This design comes from an exercise in tuning for small area, a short achievable clock period and few clock cycles per item on the open sky130 flow, not from production work. In this exercise RTL edits were held to simulation tests only and were not proved equivalent to the original. Power is estimated from default activity; no workload was simulated.

==> flow/design.v <==
module fsb_conv (
    input  wire        clk,
    input  wire        rst,
    input  wire        cmd_valid,
    output wire        cmd_ready,
    input  wire [2:0]  cmd_from,
    input  wire [2:0]  cmd_to,
    input  wire [31:0] cmd_len,
    input  wire        cmd_query,
    input  wire        cmd_pad_sign,
    input  wire        in_valid,
    output wire        in_ready,
    input  wire [7:0]  in_data,
    output wire        out_valid,
    input  wire        out_ready,
    output wire [7:0]  out_data,
    output wire        out_last,
    output wire        rsp_valid,
    input  wire        rsp_ready,
    output wire [3:0]  rsp_status,
    output wire [31:0] rsp_len
);
    reg d_sup, d_exp, d_con, d_pre, d_post;
    always @* begin
        d_sup  = 1'b1;
        d_exp  = 1'b0;
        d_con  = 1'b0;
        d_pre  = 1'b0;
        d_post = 1'b0;
        case ({cmd_from, cmd_to})
            {3'd0, 3'd0}, {3'd1, 3'd1}, {3'd2, 3'd2}, {3'd3, 3'd3},
            {3'd4, 3'd4}, {3'd0, 3'd1}, {3'd1, 3'd0}: ;
            {3'd0, 3'd2}, {3'd2, 3'd0}, {3'd1, 3'd2}, {3'd2, 3'd1}:
                d_pre = 1'b1;                           
            {3'd0, 3'd3}: d_exp = 1'b1;
            {3'd0, 3'd4}: begin d_exp = 1'b1; d_post = 1'b1; end
            {3'd2, 3'd3}: begin d_exp = 1'b1; d_pre = 1'b1; end
            {3'd2, 3'd4}: begin d_exp = 1'b1; d_pre = 1'b1; d_post = 1'b1; end
            {3'd3, 3'd0}: d_con = 1'b1;
            {3'd4, 3'd0}: begin d_con = 1'b1; d_pre = 1'b1; end
            {3'd3, 3'd2}: begin d_con = 1'b1; d_post = 1'b1; end
            {3'd4, 3'd2}: begin d_con = 1'b1; d_pre = 1'b1; d_post = 1'b1; end
            default: d_sup = 1'b0;
        endcase
    end
    wire d_badlen = d_con & cmd_len[0];
    wire d_ok     = d_sup & !d_badlen;
    wire d_nz     = |cmd_len;
    localparam [1:0] J_STREAM = 2'd0;
    localparam [1:0] J_QUERY  = 2'd1;
    localparam [1:0] J_RESP   = 2'd2;
    reg        busy;             
    reg  [1:0] job;
    reg        m_exp, m_con, m_pre, m_post, m_pad;
    reg  [1:0] m_st;             
    reg        r_rsp_valid;
    reg  [1:0] r_st;             
    reg [31:0] rem;              
    reg        more;             
    reg [31:0] len;              
    reg  [7:0] R;
    reg  [1:0] r;                
    reg        hi;               
    reg  [7:0] P;                
    reg        Pv, pw;           
    reg        core_done;
    reg  [7:0] ob0, ob1, ob2, ob3;
    reg  [2:0] wp, rp;
    reg  [1:0] qph;
    reg  [5:0] qc;
    reg  [2:0] dr;
    reg        cy;
    reg        n0;
    wire [2:0] cnt   = wp - rp;
    wire [2:0] base  = {rp[2:1], rp[0] & !m_post};
    wire       room  = ((wp - base) != 3'd4);
    wire [1:0] rsel  = rp[1:0] ^ {1'b0, m_post};
    assign out_valid = m_post ? (rp[0] | cnt[2] | cnt[1]) : (cnt != 3'd0);
    assign out_data  = (rsel == 2'd0) ? ob0 :
                       (rsel == 2'd1) ? ob1 :
                       (rsel == 2'd2) ? ob2 : ob3;
    assign out_last  = core_done & (cnt == 3'd1);
    wire ofire = out_valid & out_ready;
    assign rsp_valid  = r_rsp_valid;
    assign rsp_status = {1'b0, r_st[1], 1'b0, r_st[0]};
    assign rsp_len    = len;
    assign cmd_ready  = !busy;
    wire rfire = r_rsp_valid & rsp_ready;
    wire cfire = cmd_valid & !busy;
    wire run    = busy & (job == J_STREAM) & !r_rsp_valid & !core_done;
    wire need_in = !(m_exp & hi & (r == 2'd3));
    wire pfeed  = m_pre & Pv & !pw;
    wire pwait  = m_pre & Pv & pw;
    wire pempty = m_pre & !Pv;
    assign in_ready = run & more & (pempty | (room & need_in));
    wire fire = in_valid & in_ready;
    wire [7:0] D     = pfeed ? P : (more ? in_data : 8'h00);
    wire       avail = pfeed | (more ? (in_valid & !pempty) : 1'b1);
    wire       step  = run & room & (!need_in | avail);
    wire       consume = step & need_in;
    wire       inj   = m_con & !more & !Pv;    
    wire [7:0]  Dx = (m_con & hi) ? {D[5:0], 2'b00} : D;
    wire [2:0]  sh = {1'b0, r} + {2'b00, m_exp & hi};
    wire [15:0] W  = {R, Dx};
    reg  [7:0]  u8;
    always @* begin
        case (sh)
            3'd0:    u8 = W[7:0];
            3'd1:    u8 = W[9:2];
            3'd2:    u8 = W[11:4];
            3'd3:    u8 = W[13:6];
            default: u8 = W[15:8];
        endcase
    end
    wire        psgn = m_pad & u8[5];
    wire [7:0]  unit = inj ? 8'h00 : ((m_exp & hi) ? {psgn, psgn, u8[5:0]} : u8);
    wire        produce = step & !(m_con & hi & (r == 2'd0) & !inj);
    wire rem_is1 = (rem[31:1] == 31'd0) & rem[0];
    wire more_n  = more & !(fire & rem_is1);
    reg  Pv_n, pw_n;
    always @* begin
        Pv_n = Pv;
        pw_n = pw;
        if (m_pre) begin
            if (pfeed & consume) Pv_n = 1'b0;
            if (pwait & consume) pw_n = 1'b0;
            if (fire & (pempty | pfeed)) begin
                Pv_n = 1'b1;
                pw_n = 1'b1;
            end
        end
    end
    wire data_end = !more_n & !Pv_n;
    wire [1:0] r_n = (m_exp & hi) ? r + 2'd1 :
                     (m_con & hi) ? r - 2'd1 : r;
    wire final_u = m_exp ? (!hi & (r == 2'd0) & data_end) :
                   m_con ? (inj | (data_end & (!m_post | wp[0]))) :
                           data_end;
    wire       qrun  = busy & (job == J_QUERY) & !r_rsp_valid;
    wire [3:0] dt    = {dr, rem[31]};
    wire       dge   = (dt >= 4'd7);
    wire       cbit  = (dr != 3'd0) | (m_pre & n0);
    wire       qa    = len[0];
    wire       qb    = (qc <= 6'd28) ? !len[3] : 1'b1;
    wire       qs    = qa ^ qb ^ cy;
    wire       qco   = (qa & qb) | (qa & cy) | (qb & cy);
    wire       qinc  = m_exp ? cbit : ((m_post | (m_pre & !m_con)) & len[0]);
    wire       sdone = busy & (job == J_STREAM) & ofire & out_last;
    wire       qdone = qrun & (qph == 2'd3);
    wire       edone = busy & (job == J_RESP) & !r_rsp_valid;
    always @(posedge clk) begin
        if (rst) begin
            busy        <= 1'b0;
            r_rsp_valid <= 1'b0;
            wp          <= 3'd0;
            rp          <= 3'd0;
            len         <= 32'd0;
        end else begin
            if (sdone | qdone | edone) begin
                r_rsp_valid <= 1'b1;
                busy        <= 1'b0;
            end else if (rfire) begin
                r_rsp_valid <= 1'b0;
            end
            if (sdone | qdone | edone)
                r_st <= m_st;
            if (rfire)
                len <= 32'd0;
            else if (ofire)
                len <= len + 32'd1;
            else if (qrun) begin
                case (qph)
                    2'd1: len <= rem;
                    2'd2: len <= {qs, len[31:1]};
                    2'd3: len <= len + {31'd0, qinc};
                    default: ;
                endcase
            end
            if (ofire)
                rp <= rp + 3'd1;
            if (produce) begin
                case (wp[1:0])
                    2'd0: ob0 <= unit;
                    2'd1: ob1 <= unit;
                    2'd2: ob2 <= unit;
                    default: ob3 <= unit;
                endcase
                wp <= wp + 3'd1;
            end
            if (cfire) begin
                busy   <= 1'b1;
                m_exp  <= d_exp;
                m_con  <= d_con;
                m_pre  <= d_pre;
                m_post <= d_post;
                m_pad  <= cmd_pad_sign;
                rem    <= cmd_len;
                more   <= d_nz;
                n0     <= cmd_len[0];
                m_st   <= {!d_ok, d_sup & d_badlen};
                r      <= 2'd0;
                hi     <= 1'b1;
                Pv     <= 1'b0;
                pw     <= 1'b0;
                core_done <= 1'b0;
                wp     <= 3'd0;
                rp     <= 3'd0;
                qph    <= d_exp ? 2'd0 : 2'd1;
                qc     <= 6'd0;
                dr     <= 3'd0;
                if (!d_ok)
                    job <= J_RESP;
                else if (cmd_query)
                    job <= J_QUERY;
                else if (!d_nz)
                    job <= J_RESP;
                else
                    job <= J_STREAM;
            end else begin
                if (fire) begin
                    rem  <= rem - 32'd1;
                    more <= more_n;
                end
                Pv <= Pv_n;
                pw <= pw_n;
                if (fire & m_pre & (pempty | pfeed))
                    P <= in_data;
                if (step) begin
                    if (consume) R <= D;
                    r  <= r_n;
                    hi <= !hi;
                    if (produce & final_u)
                        core_done <= 1'b1;
                end
                if (qrun) begin
                    case (qph)
                        2'd0: begin
                            if (!qc[5]) begin
                                dr  <= dge ? (dt[2:0] - 3'd7) : dt[2:0];
                                rem <= {rem[30:0], dge};
                            end else begin
                                rem <= {rem[30:0], cbit};
                            end
                            qc <= qc + 6'd1;
                            if (qc == 6'd34) qph <= 2'd1;
                        end
                        2'd1: begin
                            qc  <= 6'd0;
                            cy  <= (rem[2:0] == 3'd0);
                            qph <= m_con ? 2'd2 : 2'd3;
                        end
                        2'd2: begin
                            cy <= qco;
                            qc <= qc + 6'd1;
                            if (qc == 6'd31) qph <= 2'd3;
                        end
                        default: ;
                    endcase
                end
            end
        end
    end
endmodule
==> flow/run.sh <==
#!/bin/bash
# synth_recipe.tcl (not shown) runs the flow's synth.tcl, then flattens the netlist and writes it again
# the make line also repeats each setting of config.mk as NAME=value (left out here)
make -C /OpenROAD-flow-scripts/flow DESIGN_CONFIG=/design/flow/config.mk WORK_HOME=/design/flow/orfs CLKGATE_MAP_FILE= SYNTH_SCRIPT=/design/flow/synth_recipe.tcl finish
==> flow/config.mk <==
export PLATFORM = sky130hd
export DESIGN_NAME = fsb_conv
export DESIGN_NICKNAME = fsb_conv
export VERILOG_FILES = /design/flow/design.v
export SDC_FILE = /design/flow/constraint.sdc
export NUM_CORES = 4
export LEC_CHECK = 0
export CAP_MARGIN = 20
export CORE_MARGIN = 2
export CORE_UTILIZATION = 40
export PLACE_DENSITY = 0.6
export SLEW_MARGIN = 20
==> flow/constraint.sdc <==
create_clock -name core_clock -period 10.0 [get_ports {clk}]
set_input_delay 2.0000 -clock core_clock [delete_from_list [all_inputs] [get_ports {clk}]]
set_output_delay 2.0000 -clock core_clock [all_outputs]
set_load 0.01 [all_outputs]
==> notes.md <==
==> worst max-delay path by stage <==
stage / endpoint / slack, ns / startpoint / cells past startpoint
floorplan: in_ready / 5.95 / rp[1] / 7
global placement: in_ready / 5.14 / rp[1] / 7
detailed placement: in_ready / 5.13 / rp[1] / 7
CTS: in_ready / 4.63 / rp[1] / 7
global route: in_ready / 4.41 / rp[1] / 7
finish: in_ready / 4.61 / rp[1] / 7
==> sequential cells by signal, summed over array words and instances, names as in the netlist, 3 cells and up <==
signal,flops
qc,6
len,32
R,8
ob2,8
ob1,8
rem,32
P,8
rp,3
dr,3
wp,3
ob0,8
ob3,8
==> per-stage QoR <==
step	setup WS [ns]	instances	total power, mW	cell area [µm²]
detailed placement	5.126	1520	1.086	11640
global placement	5.141	1520	1.081	11640
global route	4.408	1552	1.823	12260
floorplan	5.953	1159	0.9550	10460
CTS	4.635	1552	1.758	12260
finish	4.614	1552	1.755	12260
==> cells in the final DEF (no fill, tap or decap), types with 6 or more instances in the layout <==
master,instances
a2111oi_0,6
a211oi_1,12
a21oi_1,80
a22oi_1,16
a311oi_1,9
a31oi_1,19
and2_1,12
and3_1,13
and4_1,7
buf_4,13
clkbuf_16,17
clkdlybuf4s50_1,100
dfxtp_1,40
edfxtp_1,111
ha_1,23
inv_1,34
inv_6,6
mux2i_1,20
mux4_2,10
nand2_1,96
nand2b_1,12
nand3_1,52
nand4_1,27
nor2_1,88
nor2b_1,13
nor3_1,35
nor3b_1,13
nor4_1,30
nor4b_1,6
o211ai_1,9
o21a_1,7
o21ai_0,56
o21ai_1,7
o22ai_1,12
o311ai_0,7
o31ai_1,7
or3_1,17
xnor2_1,33
xor2_1,17
==> area by class of cell <==
class / instances / area [µm²] / share of cell area, %
clock buffer: 17 / 425.4 / 3.469
clock inverter: 15 / 185.2 / 1.510
timing repair buffer: 113 / 1099 / 8.958
multi-input combinational: 885 / 5866 / 47.83
inverter: 36 / 135.1 / 1.102
sequential: 151 / 4134 / 33.71
tap: 335 / 419.2 / 3.418
==> layer usage <==
metal	vias up	GRT usage [%]
met5	-	0
met4	0	7.372
met3	46	2.867
met2	402	35.25
met1	4792	34.96
li1	4528	-
==> power by group <==
part / switching [mW] / internal (mW)
Sequential: 0.0627 / 0.712
Clock: 0.298 / 0.379
Combinational: 0.169 / 0.135
Total: 0.530 / 1.23
==> logic make-up (layout without fill, tap and decap cells) <==
| kind of cell | after synthesis | in the layout |
|---|---|---|
| AND/OR/NAND/NOR | 455 | 455 |
| AO/OA/AOI/OAI | 314 | 314 |
| flip-flops | 151 | 151 |
| buffers and inverters | 123 | 181 |
| XOR/XNOR | 51 | 51 |
| multiplexers | 36 | 36 |
| adder cells (fa/ha/maj) | 27 | 27 |
| other | 1 | 2 |
==> results_dict.tcl <==
set metrics [dict create \
    routed_via_density 6.294 \
    dpl.hpwl_um 22890 \
    final_antenna_net_count 0 \
    synthSimpleGateAreaFrac_pct 22.97 \
    worst_slew_pin_slew_ns 1.062 \
    clk_path_buf_depth 2 \
    synth.ff_latch_count 151 \
    drt-initial-drc-count 1278 \
    drive_above_1_share_pct 7.395 \
    synth_fa_ha_area_share_pct 3.376 \
    r2r_setup_slack_ns 6.24 \
    routedWlPerCell_um 21.05 \
    yosysMostFrequentCell "edfxtp_1" \
    post-route-period-util_pct 53.86 \
    skew_ns 0.01384 \
    clk_pin_slew_ns 0.07 \
    ctsHtreeMaxLevel 4 \
    routed-wl-met3_um 2403 \
    holdWs_ns 0.4606 \
    syn_inst 1158 \
    yosys.cell_types.count 88 \
    holdPathStages 0 \
    r2r_cells 10 \
    wl_met2_um 14280 \
    worst_setup_path_start_kind "register" \
    drv_cap 0 \
    synth_xor_area_share_pct 4.406 \
    critPathBufInv 2 \
    cts_root_buffer "clkbuf_16" \
    synth.avg_cell_area_um2 9.025 \
    cts_resized 0 \
    initial_core_util_pct 40.45 \
    max_freq_mhz 185.7 \
    fp.dieH_um 165.6 \
    yosys_most_used_dff "edfxtp_1" \
    slew_headroom_pct 28.88 \
    path_max_fanout 11 \
    whs_endpoint "r_st[1]" \
    yosys_warnings 1 \
    reg2reg_to "ob0[6]" \
    ir_drop_mv 0.07120 \
    io-pin-count 103 \
    top_layer_used "met4" \
    final_util_pct 47.46 \
    final.setup.tns_ns 0 \
    power.density_nw_per_um2 143.1 \
    required_ns 8.00 \
    seq_area_frac_synth_pct 39.55 \
    overflow 0 \
    antenna_found_initial 0 \
    die_area_um2 27440 \
    die_x_um 165.6 \
    cts_hold_buffers 0 \
    cp_top_family "simple AND/OR/NAND/NOR gates" \
    synth_area_leaders "edfxtp_1 32%, dfxtp_1 7.7%, a21oi_1 3.8%" \
    grt_max_degree 56 \
    netlist_area_um2 10450 \
    rsz0062_at_grt "false" \
    cts_tree "yes" \
    nNetsFinal 1285 \
    drt_first_pass_iters 6 \
    outcome "no timing/DRC/antenna violations" \
    synthMuxAreaShare_pct 4.753 \
    crit_type "reg2out" \
    synth.largest_area_cell "edfxtp_1" \
    cts_setup_buffers 0 \
    vias 9768 \
    r2r_start "hi" \
    row_count 59 \
    cp_slowest_stage_delay_ns 0.65 \
    critPathCaptureType "output port" \
    grt_pass1_wl_um 51450 \
    cellLeakagePower_nw 4.081 \
    place_congestion 0.8726 \
    slowest_stage "dfxtp_1" \
    synth_compound_area_share_pct 20.22 \
    synth_top_family_by_area "simple AND/OR/NAND/NOR gates" \
    min_period_ns 5.386 \
    cts_sinks 151 \
    numCtsBuffers 17 \
    wl_um 32670 \
    n_fill_cell 2463 \
    drv_slew 0 \
    n_antenna_cell 0 \
    synth_commonest_cells "111 x edfxtp_1, 96 x nand2_1, 89 x nor2_1" \
    io_buffers 100 \
    hold_path.class "reg2reg" \
    hold_start "m_st[1]" \
    grt_pass1_vias 8972 \
    crit_chain "inv_1 -> ha_1 -> nor2b_1 -> nor3_1 -> o31ai_2 -> and3_1 -> clkdlybuf4s50_1" \
    drc 0 \
    worst_ep_arrival_time_ns 3.39 \
    synthArstFlopShare_pct 0 \
    core_um2 25840 \
    setup_violations 0 \
    areaGrowthSynthToFinish_pct 17.33 \
    worstSkewPairLatency_ns 0.44 \
    hold_viol 0 \
    synth_edf_count 111 \
    netlist.area_leader.share_pct 31.89 \
    met1_length_um 15370 \
    grt_util_all_layers_pct 23.39 \
]
Testbench counts, summed over its fixed seeds: cycles 46,516, bytes 43,714.

## what the ideal ports hide
Ports are ideal in the flow. The routed layout listed here was re-timed in OpenROAD. Step 1: set_driving_cell puts a clkbuf_16 on clk and a buf_2 on each other input, an assumption about the parent block. Step 2 also shifts input and output timing later by t, the mid clock arrival at the registers, as if the neighbouring blocks saw the same clock. Three values: no drivers, after step 1, after step 2; two values: the first two.
t (ns): 0.482
slack for setup (ns): 4.614 / 4.565 / 5.047
hold WS [ns]: 0.461 / 0.461 / 0.461
worst data-port slew with drivers (ns): 0.05
After both steps setup and hold are still met in this run. The setup slack of this run moves by -0.049 ns with the drivers and by +0.433 ns with both steps.
